Context: an optimization exercise on an open-source flow, tuned for small area, a short achievable clock period and few clock cycles. The choices shown serve that exercise and are no tape-out recipe. Function was checked by simulation only, so behaviour that the tests miss may differ from the original. No activity file was given, so power comes from the tool's default toggle rates.

==> run a <==
Design tascardll_engine, start of the top module:
module tascardll_engine (
    input  wire        clk,
    input  wire        rst,
    input  wire        h_valid,
    input  wire        h_write,
    input  wire [7:0]  h_addr,
    input  wire [31:0] h_wdata,
    output wire        h_ready,
    output reg         h_rvalid,
    output reg  [31:0] h_rdata,
    output reg         m_valid,
    output reg         m_we,
    output reg  [31:0] m_addr,
    output reg  [7:0]  m_wdata,
    input  wire        m_ready,
    input  wire [7:0]  m_rdata
);
clock: 12.0 ns
lec_check: 0
cap_margin: 20
core_margin: 2
core_utilization: 40
cts_buf_list: sky130_fd_sc_hd__clkbuf_4 sky130_fd_sc_hd__clkbuf_8
slew_margin: 20
standard.sh (not shown) runs the stock make flow with config.mk's settings and CLKGATE_MAP_FILE= SYNTH_SCRIPT=/design/flow/synth_recipe.tcl, a recipe that flattens the netlist after the stock synthesis.
==> flow/flow/run.sh <==
#!/bin/bash
set -euo pipefail
bash standard.sh SETUP_SLACK_MARGIN=8 finish > standard_flow.log 2>&1
==> run b: changes against run a <==
--- a/flow/design.v
+++ b/flow/design.v
@@ -22,10 +22,13 @@
                      S_BD   = 5'd4,  S_EH   = 5'd5,  S_DH1  = 5'd6,  S_DHC  = 5'd7,
                      S_DH2  = 5'd8,  S_ADRN = 5'd9,  S_ACHK = 5'd10, S_MUL  = 5'd11,
                      S_CHK4 = 5'd12, S_CHK5 = 5'd13, S_EAH  = 5'd14, S_DAH  = 5'd15,
                      S_RD   = 5'd16, S_WR   = 5'd17, S_GAP1 = 5'd18, S_GAP2 = 5'd19,
                      S_COPY = 5'd20, S_DRN  = 5'd21, S_DEND = 5'd22;
+    localparam [3:0] C_INIT = 4'd1, C_BYTE = 4'd2, C_SPAN = 4'd3, C_C32 = 4'd4, C_BUILD = 4'd5,
+                     C_HSIZE = 4'd6, C_ASIZE = 4'd7, C_EH = 4'd8, C_DH = 4'd9, C_EA = 4'd10,
+                     C_DA = 4'd11, C_PARSE = 4'd12;
     localparam [1:0] P_CRC = 2'd0, P_DH1 = 2'd1, P_DH2 = 2'd2, P_DAH = 2'd3;
     reg [31:0] buf_addr, buf_cap, smp_addr, smp_count, smp_index, p_rate;
     reg [15:0] p_format, p_channels, p_framesize;
     reg [15:0] d_fmt, d_ch, d_fs;
     reg [31:0] d_rate, d_crc;
@@ -35,12 +38,11 @@
     reg [1:0]  st_detail;
     reg [1:0]  st_kind;
     reg [34:0] result_len;             
     reg        busy;
     reg [4:0]  state;
-    reg [7:0]  op;
-    reg        ill;
+    reg [3:0]  op;                     
     reg        dec;
     reg [31:0] alt;                    
     reg [31:0] cnt;                    
     reg [4:0]  sc;                     
     reg [4:0]  pc;                     
@@ -150,13 +152,13 @@
     wire [1:0]  pcm1     = pc[1:0] - 2'd1;
     wire [7:0]  dcrc_b   = d_crc[8*pcm1 +: 8];
     wire [7:0]  dcrc_s   = d_crc[8*sc[1:0] +: 8];
     wire        cnt_is0  = (cnt == 32'd0);
     wire        cnt_is1  = (cnt == 32'd1);
-    wire        parse    = (op == 8'h24);
+    wire        parse    = (op == C_PARSE);
     wire        pcmf     = d_fmt[0];
-    wire        is_aud   = (op == 8'h12) || (op == 8'h22) || (op == 8'h23);
+    wire        is_aud   = (op == C_ASIZE) || (op == C_EA) || (op == C_DA);
     reg [3:0] ch_msb;
     integer k;
     always @(*) begin
         ch_msb = 4'd0;
         for (k = 0; k < 16; k = k + 1)
@@ -192,10 +194,30 @@
         endcase
     end
     always @(posedge clk)
         h_rdata <= rd_mux;
     wire hw = ~busy & h_valid & h_write;
+    reg [3:0] cmd_code;
+    always @(*) begin
+        case (h_wdata[7:0])
+            8'h01: cmd_code = C_INIT;
+            8'h02: cmd_code = C_BYTE;
+            8'h03: cmd_code = C_SPAN;
+            8'h04: cmd_code = C_C32;
+            8'h10: cmd_code = C_BUILD;
+            8'h11: cmd_code = C_HSIZE;
+            8'h12: cmd_code = C_ASIZE;
+            8'h20: cmd_code = C_EH;
+            8'h21: cmd_code = C_DH;
+            8'h22: cmd_code = C_EA;
+            8'h23: cmd_code = C_DA;
+            8'h24: cmd_code = C_PARSE;
+            default: cmd_code = 4'd0;
+        endcase
+        if (h_wdata[31:16] != 16'd0 || (h_wdata[7:0] != 8'h02 && h_wdata[15:8] != 8'd0))
+            cmd_code = 4'd0;
+    end
     wire [4:0] state_n;
     wire [4:0] sc_n;
     wire [4:0] pc_n;
     wire  busy_n;
     wire  m_valid_n;
@@ -367,24 +389,24 @@
                 end
             end
             S_EXEC: begin
                 st_w_c    = 1'b1;
                 rl_zero_c = 1'b1;
-                dec_n_c   = (op == 8'h23);
+                dec_n_c   = (op == C_DA);
                 sc_n_c    = 5'd0;
                 pc_n_c    = 5'd0;
                 busy_n_c  = 1'b0;
                 state_n_c = S_IDLE;
-                if (ill) begin
+                if (op == 4'd0) begin
                     st_err_n_c    = E_GENERIC;
                     st_detail_n_c = 2'd1;
                 end else begin
                     case (op)
-                        8'h01: ca_ones_c = 1'b1;
-                        8'h02: ca_step_c = 1'b1;
-                        8'h03, 8'h04: begin
-                            if (op[2]) ca_ones_c = 1'b1;
+                        C_INIT: ca_ones_c = 1'b1;
+                        C_BYTE: ca_step_c = 1'b1;
+                        C_SPAN, C_C32: begin
+                            if (op == C_C32) ca_ones_c = 1'b1;
                             rl_zero_c = 1'b0;
                             rl_cap_c  = 1'b1;
                             cn_cap_c  = 1'b1;
                             ma_buf_c  = 1'b1;
                             m_we_n_c  = 1'b0;
@@ -392,25 +414,25 @@
                                 m_valid_n_c = 1'b1;
                                 busy_n_c    = 1'b1;
                                 state_n_c   = S_CRC;
                             end
                         end
-                        8'h10: begin
+                        C_BUILD: begin
                             ch_load_c = 1'b1;
                             cn_acc_c  = 1'b1;
                             ca_ones_c = 1'b1;
                             mw_k_c    = 1'b1;
                             mw_kv_c   = 8'h01;
                             busy_n_c  = 1'b1;
                             state_n_c = S_BD;
                         end
-                        8'h11: begin
+                        C_HSIZE: begin
                             rl_zero_c = 1'b0;
                             rl_17_c   = 1'b1;
                         end
-                        8'h12, 8'h22, 8'h23: aud_start_c = 1'b1;
-                        8'h20: begin
+                        C_ASIZE, C_EA, C_DA: aud_start_c = 1'b1;
+                        C_EH: begin
                             if (!desc_valid) begin
                                 st_err_n_c    = E_GENERIC;
                                 st_detail_n_c = 2'd2;
                             end else if (buf_addr == 32'd0)
                                 st_err_n_c = E_PTR;
@@ -424,11 +446,11 @@
                                 mw_kv_c     = 8'h48;
                                 busy_n_c    = 1'b1;
                                 state_n_c   = S_EH;
                             end
                         end
-                        8'h21, 8'h24: begin
+                        C_DH, C_PARSE: begin
                             if (buf_addr == 32'd0)
                                 st_err_n_c = E_PTR;
                             else if (buf_cap < 32'd17)
                                 st_err_n_c = E_MEM;
                             else begin
@@ -595,11 +617,11 @@
                 pc_n_c    = 5'd0;
                 ma_buf_c  = 1'b1;
                 al_smp_c  = 1'b1;
                 first_n_c = 1'b1;
                 lastw_n_c = 1'b0;
-                if (op == 8'h12) begin
+                if (op == C_ASIZE) begin
                     st_w_c    = 1'b1;
                     busy_n_c  = 1'b0;
                     state_n_c = S_IDLE;
                 end else if (smp_count != cnt) begin
                     st_w_c     = 1'b1;
@@ -841,11 +863,11 @@
                 end else if (!fmt_ok) begin
                     st_err_n_c    = E_GENERIC;
                     st_detail_n_c = 2'd3;
                     busy_n_c      = 1'b0;
                     state_n_c     = S_IDLE;
-                end else if (op != 8'h12 && (smp_addr == 32'd0 || buf_addr == 32'd0)) begin
+                end else if (op != C_ASIZE && (smp_addr == 32'd0 || buf_addr == 32'd0)) begin
                     st_err_n_c = E_PTR;
                     busy_n_c   = 1'b0;
                     state_n_c  = S_IDLE;
                 end else begin
                     if (d_ch == 16'd0)
@@ -862,33 +884,21 @@
         end else begin : C1
             assign ctl1 = {state_n_c, sc_n_c, pc_n_c, busy_n_c, m_valid_n_c, m_we_n_c, vld_n_c, ok_n_c, first_n_c, lastw_n_c, s1p_n_c, s2p_n_c, qinc_n_c, dec_n_c, desc_valid_n_c, pmode_n_c, st_w_c, st_err_n_c, st_detail_n_c, st_kind_n_c, ma_buf_c, ma_alt_c, ma_inc_c, al_smp_c, al_inc_c, cn_cap_c, cn_acc_c, cn_dec_c, cn_mul_c, cn_fs_c, cn_zero_c, rl_zero_c, rl_17_c, rl_cap_c, rl_size_c, ca_ones_c, ca_step_c, ca_rest_c, ch_load_c, ch_shift_c, ch_rot_c, ch_crc_c, si_shift_c, si_rot_c, sb_shift_c, sb_e1_c, sb_d1_c, qb_shift_c, qb_e1_c, qb_d2_c, qb_e2_c, mw_rd_c, mw_h_c, mw_k_c, mw_ch_c, mw_dc_c, mw_si_c, mw_e2_c, mw_d2_c, mw_qb_c, mw_kv_c};
         end
     end endgenerate
     assign {state_n, sc_n, pc_n, busy_n, m_valid_n, m_we_n, vld_n, ok_n, first_n, lastw_n, s1p_n, s2p_n, qinc_n, dec_n, desc_valid_n, pmode_n, st_w, st_err_n, st_detail_n, st_kind_n, ma_buf, ma_alt, ma_inc, al_smp, al_inc, cn_cap, cn_acc, cn_dec, cn_mul, cn_fs, cn_zero, rl_zero, rl_17, rl_cap, rl_size, ca_ones, ca_step, ca_rest, ch_load, ch_shift, ch_rot, ch_crc, si_shift, si_rot, sb_shift, sb_e1, sb_d1, qb_shift, qb_e1, qb_d2, qb_e2, mw_rd, mw_h, mw_k, mw_ch, mw_dc, mw_si, mw_e2, mw_d2, mw_qb, mw_kv} = go ? ctl1 : ctl0;
+    wire [31:0] hwd = h_wdata & {32{~rst}};
+    wire        hwe = rst | hw;
     always @(posedge clk) begin
-        if (rst) begin
-            buf_addr    <= 32'd0;
-            buf_cap     <= 32'd0;
-            smp_addr    <= 32'd0;
-            smp_count   <= 32'd0;
-            p_rate      <= 32'd0;
-            p_format    <= 16'd0;
-            p_channels  <= 16'd0;
-            p_framesize <= 16'd0;
-        end else if (hw) begin
-            case (h_addr)
-                8'h10: buf_addr    <= h_wdata;
-                8'h14: buf_cap     <= h_wdata;
-                8'h18: smp_addr    <= h_wdata;
-                8'h1C: smp_count   <= h_wdata;
-                8'h24: p_rate      <= h_wdata;
-                8'h28: p_format    <= h_wdata[15:0];
-                8'h2C: p_channels  <= h_wdata[15:0];
-                8'h30: p_framesize <= h_wdata[15:0];
-                default: ;
-            endcase
-        end
+        if (hwe && (rst || h_addr == 8'h10)) buf_addr    <= hwd;
+        if (hwe && (rst || h_addr == 8'h14)) buf_cap     <= hwd;
+        if (hwe && (rst || h_addr == 8'h18)) smp_addr    <= hwd;
+        if (hwe && (rst || h_addr == 8'h1C)) smp_count   <= hwd;
+        if (hwe && (rst || h_addr == 8'h24)) p_rate      <= hwd;
+        if (hwe && (rst || h_addr == 8'h28)) p_format    <= hwd[15:0];
+        if (hwe && (rst || h_addr == 8'h2C)) p_channels  <= hwd[15:0];
+        if (hwe && (rst || h_addr == 8'h30)) p_framesize <= hwd[15:0];
     end
     always @(posedge clk) begin
         if (rst) begin
             busy       <= 1'b0;
             state      <= S_IDLE;
@@ -925,13 +935,11 @@
         qinc  <= qinc_n;
         dec   <= dec_n;
         pmode <= pmode_n;
         mbit  <= d_ch[sc_n[3:0]];
         if (state == S_IDLE) begin
-            op    <= h_wdata[7:0];
-            ill   <= (h_wdata[31:16] != 16'd0) ||
-                     (h_wdata[7:0] != 8'h02 && h_wdata[15:8] != 8'd0);
+            op    <= cmd_code;
         end
     end
     always @(posedge clk) begin
         if (ma_buf | ma_alt | ma_inc)
             m_addr <= ({32{ma_buf}} & buf_addr) | ({32{ma_alt}} & alt) | ({32{ma_inc}} & m_inc);
--- a/flow/config.mk
+++ b/flow/config.mk
@@ -5,8 +5,8 @@
 export SDC_FILE = /design/flow/constraint.sdc
 export NUM_CORES = 4
 export LEC_CHECK = 0
 export CAP_MARGIN = 20
 export CORE_MARGIN = 2
-export CORE_UTILIZATION = 40
+export CORE_UTILIZATION = 50
 export CTS_BUF_LIST = sky130_fd_sc_hd__clkbuf_4 sky130_fd_sc_hd__clkbuf_8
 export SLEW_MARGIN = 20
==> qor summary <==
Result of the run: run a timing/DRC/antenna clean; run b timing/DRC/antenna clean
Mux contribution to synthesized area: run a 5.58%; run b 5.97%
Global placement routability congestion: run a 1.09; run b 1.06
Portion of the layout cell area used by non-clock buffers: run a 6.88%; run b 6.74%
Final worst hold slack: run a 0.476 ns; run b 0.475 ns
Net load switching power: run a 0.00127 W; run b 0.00146 W
Placed standard-cell area: run a 45400 µm²; run b 44800 µm²
Die area: run a 110000 µm²; run b 87500 µm²
Total area of sequential cells: run a 14900 µm²; run b 16800 µm²
Hold path start: run a p_framesize[7]; run b busy
Number of instances resized during post-cts repair: run a 198; run b 176
Multi-input combinational gate total: run a 4179; run b 3657
Area taken by multi-input logic gates: run a 26900 µm²; run b 24600 µm²
Adder and majority cell fraction of the synthesized area: run a 2.49%; run b 2.52%
Initial drt markers: run a 8864; run b 8600
Syn Area/Cell: run a 8.03 µm²; run b 8.93 µm²
Postcts setup bufs: run a 83; run b 76
Number of flip-flops and latches in the synthesized netlist: run a 656; run b 651
Filler instances: run a 10500; run b 7628
Most used DFF post-synth: run a dfxtp_1; run b edfxtp_1
Testbench counts of run a, summed over its fixed seeds: cycles 232,070.
Testbench counts of run b, summed over its fixed seeds: cycles 232,070.

-- what the ideal ports hide --
In the flow no input, the clock included, has a driving cell. The finished layouts below were timed again as built, in two steps.
Step 1: set_driving_cell puts a clkbuf_16 on clk and a buf_2 on each other input, an assumption about the parent block.
Step 2, shift: input delay + t, output delay - t, t = (earliest + latest rising clock arrival at the registers) / 2. This alone moves slack from input paths to output paths.
Slacks: ideal ports / drivers / drivers and shift; pairs: ideal ports / drivers.
| run | shift t [ns] | setup WS [ns] | worst hold slack (ns) | worst setup path at the end | pins driven straight from the clock port |
|---|---|---|---|---|---|
| run a | 0.897 | 7.864 / 7.864 / 7.023 | 0.476 / 0.476 / 0.476 | input to register | 1 |
| run b | 0.899 | 7.907 / 7.803 / 6.905 | 0.475 / 0.475 / 0.475 | input to register | 1 |
After both steps setup and hold are still met in every run listed. For run b, which loses most, drivers alone change the setup slack by -0.104 ns; drivers and shift together by -1.002 ns.
